Background: an optimization exercise with open tools, aiming at small area. Do not read the settings as production practice. Where RTL was checked, it was by simulation tests only, not by an equivalence proof against the original. Power and IR drop assume default switching activity.

==> job 4350: inputs <==
Design pcal_engine, start of the top module:
module pcal_engine (
    input  wire        clk,
    input  wire        rst,
    input  wire [7:0]  cfg_addr,
    input  wire [1:0]  cfg_forced,
    input  wire [7:0]  cfg_retries,
    input  wire        cfg_pin_hook,
    input  wire        cmd_valid,
    output wire        cmd_ready,
    input  wire [31:0] cmd_data,
    output wire        rsp_valid,
    output wire        rsp_ok,
    output wire [15:0] rsp_value,
    output wire        tr_valid,
    output wire [1:0]  tr_kind,
    output wire [6:0]  tr_dev,
    output wire [7:0]  tr_reg,
    output wire [7:0]  tr_wdata,
    input  wire        tr_done,
    input  wire        tr_ok,
    input  wire [7:0]  tr_rdata,
    output wire        evt_valid,
    output wire        evt_global,
    output wire [7:0]  evt_id,
    output wire [3:0]  evt_pin,
    output wire        evt_state,
    output wire [15:0] evt_status
);
    localparam [4:0] S_CLR  = 5'd0,  S_IDLE = 5'd1,  S_LIST = 5'd2,  S_EXEC = 5'd3,
                     S_HPIN = 5'd4,  S_HINI = 5'd5,  S_DOF  = 5'd6,  S_DET0 = 5'd7,
                     S_DET1 = 5'd8,  S_DET2 = 5'd9,  S_POST = 5'd10, S_GATE = 5'd11,
                     S_LR   = 5'd12, S_LW   = 5'd13, S_RST  = 5'd14, S_ANS  = 5'd15,
                     S_CBW  = 5'd17, S_HX   = 5'd18, S_EVG  = 5'd19,
                     S_EVW  = 5'd20, S_EVP  = 5'd21, S_RESP = 5'd22, S_RFL  = 5'd23,
                     S_HXW  = 5'd24, S_SNW  = 5'd25, S_SNP  = 5'd26;
    reg [2:0]  ab;           
    reg [7:0]  retries;
    reg [1:0]  forced;
    reg        hook;
    reg [4:0]  err;          
    reg [1:0]  variant;
    reg        init;
    reg [15:0] snr;          
    reg [7:0]  gcb;
    reg [7:0]  cid [0:15];   
    reg [1:0]  ced [0:15];   
    reg [3:0]  pos;
    reg [4:0]  state;
    reg [6:0]  op;
    reg        bad, pinbad;
    reg [3:0]  pn;
    reg [31:0] X;
    reg [15:0] M;
    reg [7:0]  att;
    reg        t6;
    reg [3:0]  tl;
    reg [1:0]  s;
    wire [7:0] B0 = X[7:0], B1 = X[15:8], B2 = X[23:16], B3 = X[31:24];
    wire [15:0] stv  = {B2, B0};
    wire [15:0] curv = {B3, B1};
  ...
export LEC_CHECK = 0
export CAP_MARGIN = 20
export CORE_MARGIN = 2
export CORE_UTILIZATION = 40
export PLACE_DENSITY = 0.6
export SLEW_MARGIN = 20
create_clock -name core_clock -period 8.0 [get_ports {clk}]
standard.sh (not shown) runs the stock make flow with config.mk's settings and CLKGATE_MAP_FILE= SYNTH_SCRIPT=/design/flow/synth_recipe.tcl, a recipe that flattens the netlist after the stock synthesis.
==> flow/flow/run.sh <==
#!/bin/bash
# Own layout flow: the standard layout, with three changes.
#  - synthesis: the standard flow's synthesis script unchanged, except that the ABC call
#    uses an area-oriented script (flow/area.abc) instead of ORFS's speed
#    script; registers are mapped before ABC runs, so they are untouched.
#  - port buffers: buffer_ports uses sky130_fd_sc_hd__buf_1.
#  - CTS: no dummy loads.
set -euo pipefail
W=$(pwd)
cat > "$W/own_synth.tcl" <<TCL
proc abc {args} {
  set out {}
  set skip 0
  foreach a \$args {
    if {\$skip} { set skip 0; continue }
    if {\$a eq "-script" || \$a eq "-constr"} { set skip 1; continue }
    lappend out \$a
  }
  yosys abc -script $W/flow/area.abc {*}\$out
}
source $W/synth_recipe.tcl
TCL
sed "s#SYNTH_SCRIPT=[^ ]*synth_recipe.tcl#SYNTH_SCRIPT=$W/own_synth.tcl#" standard.sh > own_standard.sh
grep -q own_synth.tcl own_standard.sh
export BUFFER_PORTS_ARGS="-buffer_cell sky130_fd_sc_hd__buf_1"
export CTS_ARGS="-sink_clustering_enable -repair_clock_nets -dont_use_dummy_load -buf_list sky130_fd_sc_hd__clkbuf_8 -sink_clustering_size 14 -sink_clustering_max_diameter 80"
bash own_standard.sh > "$W/flow_make.log" 2>&1
==> flow/flow/area.abc <==
strash
&get -n
&fraig -x
&put
scorr
dc2
strash
&get -n
&dch -f
&nf -R 1000
&put
strash
&get -n
&dch -f
&nf -R 1000
&put
==> job 2922: changes against job 4350 <==
--- a/flow/design.v
+++ b/flow/design.v
@@ -179,18 +179,17 @@
     wire       s_det = (state == S_DET0) || (state == S_DET1) || (state == S_DET2);
     wire       s_wr  = (state == S_LW) || (state == S_RST);
     wire [1:0] lowb  = drvmode ? s : {tl[1], s[1] | tl[0]};
     assign tr_valid = (state == S_HPIN) || (state == S_HINI) || s_det ||
                       (state == S_RST) || (s_loop && act);
     assign tr_kind  = (state == S_HPIN) ? 2'd3 : (state == S_HINI) ? 2'd2 :
                       s_wr ? 2'd1 : 2'd0;
-    wire s_idle = (state == S_IDLE), s_clr = (state == S_CLR), s_rfl = (state == S_RFL);
-    assign tr_dev   = {s_idle, !s_idle, s_list, s_clr, ab};
+    assign tr_dev   = {4'b0100, ab};
     assign tr_reg   = s_det ? {1'b0, state == S_DET1, 6'd0} :
-                      {s_rfl, t6, s_hx, (state == S_EVP), tl[3:2], s_loop ? lowb : tl[1:0]};
+                      {1'b0, t6, 2'b00, tl[3:2], s_loop ? lowb : tl[1:0]};
     wire [7:0] tmask = o_tgl ? (8'd1 << pn[2:0]) : 8'd0;
     wire       rsc   = !((tl[3:1] == 3'b010) || (tl == 4'hF));
     assign tr_wdata = (state == S_HPIN) ? {5'd0, ab} :
                       (state == S_RST)  ? {8{rsc}} : (B0 ^ tmask);
     wire hook_k = (state == S_HPIN) || (state == S_HINI);
     wire fin    = tr_valid && tr_done && (hook_k || tr_ok || s_det || (att == 8'd0));
     reg [7:0] keep;
==> flow/config.mk (replaced) <==
export PLATFORM = sky130hd
export DESIGN_NAME = pcal_engine
export DESIGN_NICKNAME = pcal_engine
export VERILOG_FILES = /design/flow/design.v
export SDC_FILE = /design/flow/constraint.sdc
export NUM_CORES = 4
export LEC_CHECK = 0
export CAP_MARGIN = 20
export CORE_MARGIN = 2
export CORE_UTILIZATION = 30
export PLACE_DENSITY = 0.5
export SLEW_MARGIN = 20
==> comparison <==
Job 2922 produced a clean layout. Job 4350 finished clean. Against job 4350, the synthesized cell count of job 2922 is lower by about 0.75%. Between job 2922 and job 4350, the lower combinational power is in job 4350 (gap about 20%, measured against job 4350). Global-route usage: job 2922 is lower than job 4350 (6.0 points). In job 4350 the fmax is larger than in job 2922, by 4.3%. Against job 2922, the design area of job 4350 is smaller by about 1.8%. Between job 2922 and job 4350, the lower hold slack is in job 2922 (gap 20 ps).
==> figures <==
Outcome: job 2922 timing/DRC/antenna clean; job 4350 timing/DRC/antenna clean
Comb group: job 2922 1.22 mW; job 4350 1.04 mW
Final hold slack: job 2922 307 ps; job 4350 327 ps
Crit-path most repeated cell: job 2922 nand2_1; job 4350 nor2_1
End-of-flow core utilization: job 2922 34.9%; job 4350 45.7%
Largest fanout of any net on the critical path: job 2922 19; job 4350 16
Seq/total area: job 2922 47.0%; job 4350 47.8%
Buf/Inv on CP: job 2922 2; job 4350 1
Non-filler instance count after layout: job 2922 2049; job 4350 1917
Initial antenna violation count: job 2922 4; job 4350 1
Adder-cell share of the synthesized area: job 2922 0.699%; job 4350 0.778%
Worst R2R End: job 2922 tl[3]; job 4350 X[2]
Total core area: job 2922 41000 um2; job 4350 30700 um2
Insertion delay to the later sink of the worst-skew pair: job 2922 620 ps; job 4350 600 ps
The RTL of job 4350 was laid out without a check of its function.

[port drivers added, routing unchanged]
How much do the figures lean on ideal ports? The routed layouts below were timed once more, with nothing changed but the port constraints.
Step 1 sets driving cells, clkbuf_16 on the clock port and buf_2 on the other inputs (assumed; they add their load-dependent delay and slew).
Step 2 adds t to the input delays and takes it off the output delays; t is the mean of the earliest and latest rising clock arrival at the registers after step 1. Input paths then give back, and output paths get back, about the clock's delay inside the block.
Slacks: ideal ports / drivers / drivers and shift; pairs: ideal ports / drivers.
run | t (ns) | slack for setup (ns) | hold slack, ns | clock arrival spread, ns
job 4350 | 0.628 | 2.326 / 2.280 / 2.908 | 0.327 / 0.327 / 0.327 | 0.039 / 0.040
job 2922 | 0.639 | 2.084 / 2.037 / 2.676 | 0.307 / 0.307 / 0.307 | 0.061 / 0.061
After both steps setup and hold are still met in every run listed.
